Context: an optimization exercise on an open-source flow, tuned for small area, a short achievable clock period and few clock cycles per item. The choices shown serve that exercise and are no tape-out recipe. The RTL was checked by simulation tests, not by an equivalence proof against the original design. Power and IR drop assume default switching activity.

== orange ==
Design sdf_deframer, start of the top module:
module sdf_deframer (
    input  wire       clk,
    input  wire       rst,
    input  wire       in_valid,
    input  wire [7:0] in_data,
    output wire       in_ready,
    output wire       out_valid,
    output wire [1:0] out_kind,
    output wire [7:0] out_data,
    output wire       out_last,
    input  wire       out_ready
);
    localparam integer CAP = 260;
    localparam integer QD  = 12;        
    localparam [1:0] KIND_FRAME   = 2'd0;
    localparam [1:0] KIND_LEN_ERR = 2'd1;
    localparam [1:0] KIND_CK_ERR  = 2'd2;
    localparam [2:0] S_SEEK0 = 3'd0;    
    localparam [2:0] S_SEEK1 = 3'd1;    
    localparam [2:0] S_TYPE  = 3'd2;
    localparam [2:0] S_LEN   = 3'd3;
    localparam [2:0] S_BODY  = 3'd4;    
    localparam [2:0] S_CKH   = 3'd5;
    localparam [2:0] S_CKL   = 3'd6;
    function [9:0] pinc;
        input [9:0] p;
        begin
            if (p[8:0] == CAP - 1)
                pinc = {~p[9], 9'd0};
            else
                pinc = {p[9], p[8:0] + 9'd1};
        end
    endfunction
    function [9:0] pdec;
        input [9:0] p;
        begin
            if (p[8:0] == 9'd0)
                pdec = {~p[9], 9'd259};
            else
                pdec = {p[9], p[8:0] - 9'd1};
        end
    endfunction
    function [8:0] pdist;
        input [9:0] a;
        input [9:0] b;
        begin
            if (a[9] == b[9])
                pdist = a[8:0] - b[8:0];
            else
                pdist = a[8:0] + 9'd260 - b[8:0];
        end
    endfunction
    reg  [7:0] mem [0:CAP-1];
    reg        in_rdy_q;
    reg        in_v;            
    reg  [7:0] in_d;
    reg  [9:0] wn;              
    reg  [2:0] st;
    reg  [9:0] sp;              
    reg  [9:0] cs;              
  ...
Size: about 5,500 cells after synthesis, roughly 2,400 flip-flops, roughly 25 I/O pins, about 98,000 um^2 of cells after synthesis.
export LEC_CHECK = 0
export CAP_MARGIN = 20
export CORE_MARGIN = 2
export CORE_UTILIZATION = 65
export PLACE_DENSITY = 0.75
export SETUP_SLACK_MARGIN = 5
export SLEW_MARGIN = 20
export TNS_END_PERCENT = 100
create_clock -name core_clock -period 10.0 [get_ports {clk}]
standard.sh (not shown) runs the stock make flow with config.mk's settings and CLKGATE_MAP_FILE= SYNTH_SCRIPT=/design/flow/synth_recipe.tcl, a recipe that flattens the netlist after the stock synthesis.
==> flow/flow/run.sh <==
#!/bin/bash
set -euo pipefail
MARGIN=$(cat flow/margin.txt)
bash standard.sh SETUP_SLACK_MARGIN="$MARGIN" finish > flow_make.log 2>&1
==> flow/flow/margin.txt <==
6.8
Testbench counts of orange, summed over its fixed seeds: cycles 33,943, bytes 32,412.
Inputs modified between orange and red:
==> flow/flow/run.sh <==
#!/bin/bash
set -euo pipefail
MARGIN=$(cat flow/margin.txt)
CTS="-sink_clustering_enable -repair_clock_nets -dont_use_dummy_load $(cat flow/cts_args.txt)"
bash standard.sh SETUP_SLACK_MARGIN="$MARGIN" CTS_ARGS="$CTS" finish > flow_make.log 2>&1
==> flow/flow/cts_args.txt (new file) <==
-sink_clustering_size 30 -sink_clustering_max_diameter 60
### Flow results
Cmp red and orange / cell area after layout / higher: orange. Post-route fraction of the period consumed by the critical path: red vs orange down 0.73 points. Changes observed in red relative to orange: wire length on met2 went down by about 2.5%, area taken by multi-input logic gates went up by 0.54%, routed wire length went down by about 3%, final-layout clock-cell area share went down by 3.3 points, count of clock-buffer cells in the layout went down by 137.

---

== run 1 ==
Starting RTL as in the previous note.
==> flow/design.v (excerpt) <==
module sdf_deframer (
    input  wire       clk,
    input  wire       rst,
    input  wire       in_valid,
    input  wire [7:0] in_data,
    output wire       in_ready,
    output wire       out_valid,
    output wire [1:0] out_kind,
    output wire [7:0] out_data,
    output wire       out_last,
    input  wire       out_ready
);
    localparam integer CAP = 260;
    localparam integer QD  = 12;        
    localparam [1:0] KIND_FRAME   = 2'd0;
    localparam [1:0] KIND_LEN_ERR = 2'd1;
    localparam [1:0] KIND_CK_ERR  = 2'd2;
    localparam [2:0] S_SEEK0 = 3'd0;    
    localparam [2:0] S_SEEK1 = 3'd1;    
    localparam [2:0] S_TYPE  = 3'd2;
    localparam [2:0] S_LEN   = 3'd3;
    localparam [2:0] S_BODY  = 3'd4;    
    localparam [2:0] S_CKH   = 3'd5;
    localparam [2:0] S_CKL   = 3'd6;
    function [9:0] pinc;
        input [9:0] p;
        begin
            if (p[8:0] == CAP - 1)
                pinc = {~p[9], 9'd0};
            else
                pinc = {p[9], p[8:0] + 9'd1};
        end
    endfunction
    function [9:0] pdec;
        input [9:0] p;
        begin
            if (p[8:0] == 9'd0)
                pdec = {~p[9], 9'd259};
            else
                pdec = {p[9], p[8:0] - 9'd1};
        end
    endfunction
    function [8:0] pdist;
        input [9:0] a;
        input [9:0] b;
        begin
            if (a[9] == b[9])
                pdist = a[8:0] - b[8:0];
            else
  ...
clock: 10.0 ns
lec_check: 0
cap_margin: 20
core_margin: 2
core_utilization: 72
place_density: 0.82
setup_slack_margin: 5
slew_margin: 20
tns_end_percent: 100
==> flow/flow/run.sh <==
#!/bin/bash
set -euo pipefail
MARGIN=$(cat flow/margin.txt)
bash standard.sh SETUP_SLACK_MARGIN="$MARGIN" finish > flow_make.log 2>&1
Scripts as last shown in full above: flow/flow/margin.txt
Status run 1: flow complete, layout not clean - max-capacitance violations, max-slew violations
Testbench counts of run 1, summed over its fixed seeds: cycles 33,943, bytes 32,412.
Modified inputs, run 2 compared to run 1
Settings: changing PLACE_DENSITY from 0.82 to 0.65; changing CORE_UTILIZATION from 72 to 50.
==> flow/flow/margin.txt <==
6.45
Results
Run 1 vs run 2, highest signal layer in the routed design: met5 vs met4
Relative area change from synthesis to final layout ended up 2.3 points lower on run 2 than on run 1.
The final layout from run 2, which completed every stage, passed the timing, DRC and antenna checks at the end of the flow.
On run 2: power density of the placed cells is 9.4 nW/um^2 lower than what run 1 gave.
Per the comparison of run 2 with run 1, total length of routed met3 wires fell by 61%, total power consumption of the routed design fell by about 6%, number of setup buffers added after CTS fell by 86, sequential share of layout area rose by 1.3 points.
Diff run 1 -> run 2: layout cell share with drive strength beyond 1 shrank by 7.3 points; final cell count grew by 727; site row count grew by 20%; non-clock buffer count shrank by about 37%.

---

== exp/zinc ==
Starting RTL as in the previous note.
Settings: LEC_CHECK=0, CAP_MARGIN=20, CORE_MARGIN=2, CORE_UTILIZATION=65, PLACE_DENSITY=0.75, SETUP_SLACK_MARGIN=5, SLEW_MARGIN=20, TNS_END_PERCENT=100; clock period 10.0 ns.
==> flow/flow/run.sh <==
#!/bin/bash
set -euo pipefail
MARGIN=$(cat flow/margin.txt)
CTS="-sink_clustering_enable -repair_clock_nets -dont_use_dummy_load $(cat flow/cts_args.txt)"
bash standard.sh SETUP_SLACK_MARGIN="$MARGIN" CTS_ARGS="$CTS" finish > flow_make.log 2>&1
==> flow/flow/cts_args.txt <==
-sink_clustering_size 30 -sink_clustering_max_diameter 60
==> flow/flow/margin.txt <==
6.7
Testbench counts of exp/zinc, summed over its fixed seeds: cycles 33,943, bytes 32,412.
Inputs modified between exp/zinc and exp/amber:
==> flow/flow/margin.txt <==
6.8
-- flow/config.mk --
<<< exp/zinc, line 9
export CORE_MARGIN = 2
export CORE_UTILIZATION = 65
export PLACE_DENSITY = 0.75
export SETUP_SLACK_MARGIN = 5
>>> exp/amber, line 9
export CORE_MARGIN = 2
export CORE_UTILIZATION = 60
export PLACE_DENSITY = 0.7
export SETUP_SLACK_MARGIN = 5
### Flow results
- exp/amber closes out successfully: all stages finished, all timing, DRC and antenna checks passed.
- As far as simple-gate share of the synthesized area is concerned, exp/zinc and exp/amber perform about the same.
- Between exp/zinc and exp/amber, the flow reports overall die width increasing by a few percent.
- As far as wire length after detailed routing is concerned, exp/amber and exp/zinc perform about the same.
- exp/amber ends up with lower proportion of power drawn by the clock network than exp/zinc does.
- exp/amber — final worst-path cycle share 0.24 points lower, exp/zinc as reference
Inputs modified between exp/amber and exp/maple:
==> flow/flow/margin.txt <==
6.5
-- flow/config.mk --
<<< exp/amber, line 9
export CORE_MARGIN = 2
export CORE_UTILIZATION = 60
export PLACE_DENSITY = 0.7
export SETUP_SLACK_MARGIN = 5
>>> exp/maple, line 9
export CORE_MARGIN = 2
export CORE_UTILIZATION = 65
export PLACE_DENSITY = 0.75
export SETUP_SLACK_MARGIN = 5
Results
Looking at the reports, exp/maple completed the entire flow and the layout it produced met the timing, DRC and antenna checks. exp/amber: done, clean on timing, DRC and antenna. Going from exp/amber to exp/maple, critical path depth rose 2, non-clock buffer instance count of the final layout decreased 47%, post-route cell area down 3.6%. In exp/maple, layout overhead on the synthesized area is lower than in exp/amber. Compared with exp/amber, exp/maple shows routed wire length that has gone down by a few percent. Looking at timing startpoint of the critical path, the wn[2] result is from exp/maple; the o_data[1] one comes from exp/amber. Worst hold slack on exp/maple is behind exp/amber.

---

Setup of run A:
sdf_deframer, a different RTL version from the one above (not shown whole).
Size in the first run: roughly 25 I/O pins, roughly 0.098 mm^2 of cells after synthesis.
Design sdf_deframer, start of the top module:
module sdf_deframer (
    input  wire       clk,
    input  wire       rst,
    input  wire       in_valid,
    input  wire [7:0] in_data,
    output wire       in_ready,
    output wire       out_valid,
    output wire [1:0] out_kind,
    output wire [7:0] out_data,
    output wire       out_last,
    input  wire       out_ready
);
    localparam integer CAP = 260;
    localparam integer QD  = 12;        
    localparam [1:0] KIND_FRAME   = 2'd0;
    localparam [1:0] KIND_LEN_ERR = 2'd1;
    localparam [1:0] KIND_CK_ERR  = 2'd2;
    localparam [2:0] S_SEEK0 = 3'd0;    
    localparam [2:0] S_SEEK1 = 3'd1;    
    localparam [2:0] S_TYPE  = 3'd2;
    localparam [2:0] S_LEN   = 3'd3;
    localparam [2:0] S_BODY  = 3'd4;    
    localparam [2:0] S_CKH   = 3'd5;
    localparam [2:0] S_CKL   = 3'd6;
    function [9:0] pinc;
        input [9:0] p;
        begin
            if (p[8:0] == CAP - 1)
                pinc = {~p[9], 9'd0};
            else
                pinc = {p[9], p[8:0] + 9'd1};
        end
    endfunction
    function [9:0] pdec;
        input [9:0] p;
        begin
            if (p[8:0] == 9'd0)
                pdec = {~p[9], 9'd259};
            else
                pdec = {p[9], p[8:0] - 9'd1};
        end
    endfunction
    function [8:0] pdist;
        input [9:0] a;
        input [9:0] b;
        begin
            if (a[9] == b[9])
                pdist = a[8:0] - b[8:0];
            else
                pdist = a[8:0] + 9'd260 - b[8:0];
        end
    endfunction
    reg  [7:0] mem [0:CAP-1];
    reg        in_rdy_q;
    reg        in_v;            
    reg  [7:0] in_d;
    reg  [9:0] wn;              
    reg  [2:0] st;
    reg  [9:0] sp;              
    reg  [9:0] cs;              
    reg        b0_55;           
    reg [15:0] sum;
    reg  [7:0] rem;
    reg        ckh_ok;          
    reg        pv55, pvAA;      
    reg        tf_ok;           
    reg  [9:0] tf;              
    reg        own_q;           
    reg        pown_q;          
    reg  [9:0] fp;              
    reg        fv_q;            
    reg        r_v;
    reg  [7:0] r_d;
    reg  [1:0] q_typ [0:QD-1];
    reg  [9:0] q_pos [0:QD-1];
    reg  [QD-1:0] qv;           
    reg        e_act;           
    reg  [9:0] ep;              
    reg  [8:0] occ_q;           
    reg  [2:0] eph;             
  ...
Settings: LEC_CHECK=0, CAP_MARGIN=20, CORE_MARGIN=2, CORE_UTILIZATION=68, PLACE_DENSITY=0.78, SETUP_SLACK_MARGIN=5, SLEW_MARGIN=20, TNS_END_PERCENT=100; clock period 10.0 ns.
==> flow/flow/margin.txt <==
7.0
Scripts as last shown in full above: flow/flow/run.sh, flow/flow/cts_args.txt
Both conditions hold for run A: the flow ran to the end and the final layout passed the timing, DRC and antenna checks.
Testbench counts of run A, summed over its fixed seeds: cycles 33,943, bytes 32,412.
The following lists how run B was set up differently from run A:
Settings: changing CORE_UTILIZATION from 68 to 65; changing PLACE_DENSITY from 0.78 to 0.75.
### Flow results
Minimum period implied by the final worst setup slack: lower on run B
Comparing run A and run B, the higher largest fanout on the critical path is on run B.
The detailed-routing iteration count for the pre-antenna-repair pass reported for run B is smaller than that of run A by 4.
In the metrics for run A and run B, the one carrying the higher power is run B.
Any difference in sequential power between run B and run A is small enough to ignore.
Run B vs. run A: worst hold slack shrank by 0.019 ns, multi-input gate share of total cell area shrank by 0.23 points.
Run A has higher post-route clock period utilization than run B.
Of run A and run B, the run reporting the lower die area was run A.
Relative to run A, non-clock buffer count has increased by 10% in run B.
Inputs modified between run B and run C:
==> flow/flow/margin.txt <==
6.8
Notes after the runs:
NOTE: part of the total power dissipated in the clock network in run C exceeds that of run B
Taking run B as the reference point, the number of clock-tree buffers in the layout of run C falls by 1.
For the area of placed instances, run C came in about 0.3% lower than run B did.

==> what the ideal ports hide <==
How much do the figures lean on ideal ports? The routed layouts below were timed once more, with nothing changed but the port constraints.
Step 1 sets driving cells, clkbuf_16 on the clock port and buf_2 on the other inputs (assumed; they add their load-dependent delay and slew).
Step 2 times the ports against the registers' clock, not the clock port: input delays grow and output delays shrink by t, the midpoint of the rising clock arrivals with the driver on.
Slacks: no drivers / after step 1 / after step 2; pairs: no drivers / after step 1.
run | t (ns) | setup slack, ns | hold slack, ns | pins driven straight from the clock port
orange | 0.951 | 6.441 / 6.353 / 6.111 | 0.524 / 0.524 / 0.524 | 1
red | 0.855 | 6.514 / 6.427 / 6.069 | 0.512 / 0.512 / 0.512 | 1
run 1 | 0.985 | 5.596 / 5.596 / 5.596 | 0.523 / 0.523 / 0.523 | 1
run 2 | 0.942 | 6.404 / 6.316 / 6.435 | 0.522 / 0.522 / 0.522 | 1
exp/zinc | 0.899 | 6.395 / 6.303 / 6.260 | 0.517 / 0.517 / 0.517 | 1
exp/amber | 0.879 | 6.420 / 6.338 / 6.279 | 0.518 / 0.518 / 0.518 | 1
exp/maple | 0.865 | 6.389 / 6.328 / 6.384 | 0.496 / 0.496 / 0.496 | 1
run A | 0.887 | 6.606 / 6.536 / 6.172 | 0.476 / 0.476 / 0.476 | 1
run B | 0.869 | 6.652 / 6.577 / 6.257 | 0.457 / 0.457 / 0.457 | 1
run C | 0.856 | 6.559 / 6.559 / 6.112 | 0.464 / 0.464 / 0.464 | 1
The setup slack of run C, which loses most, moves by 0.000 ns with the drivers and by -0.447 ns with both steps.
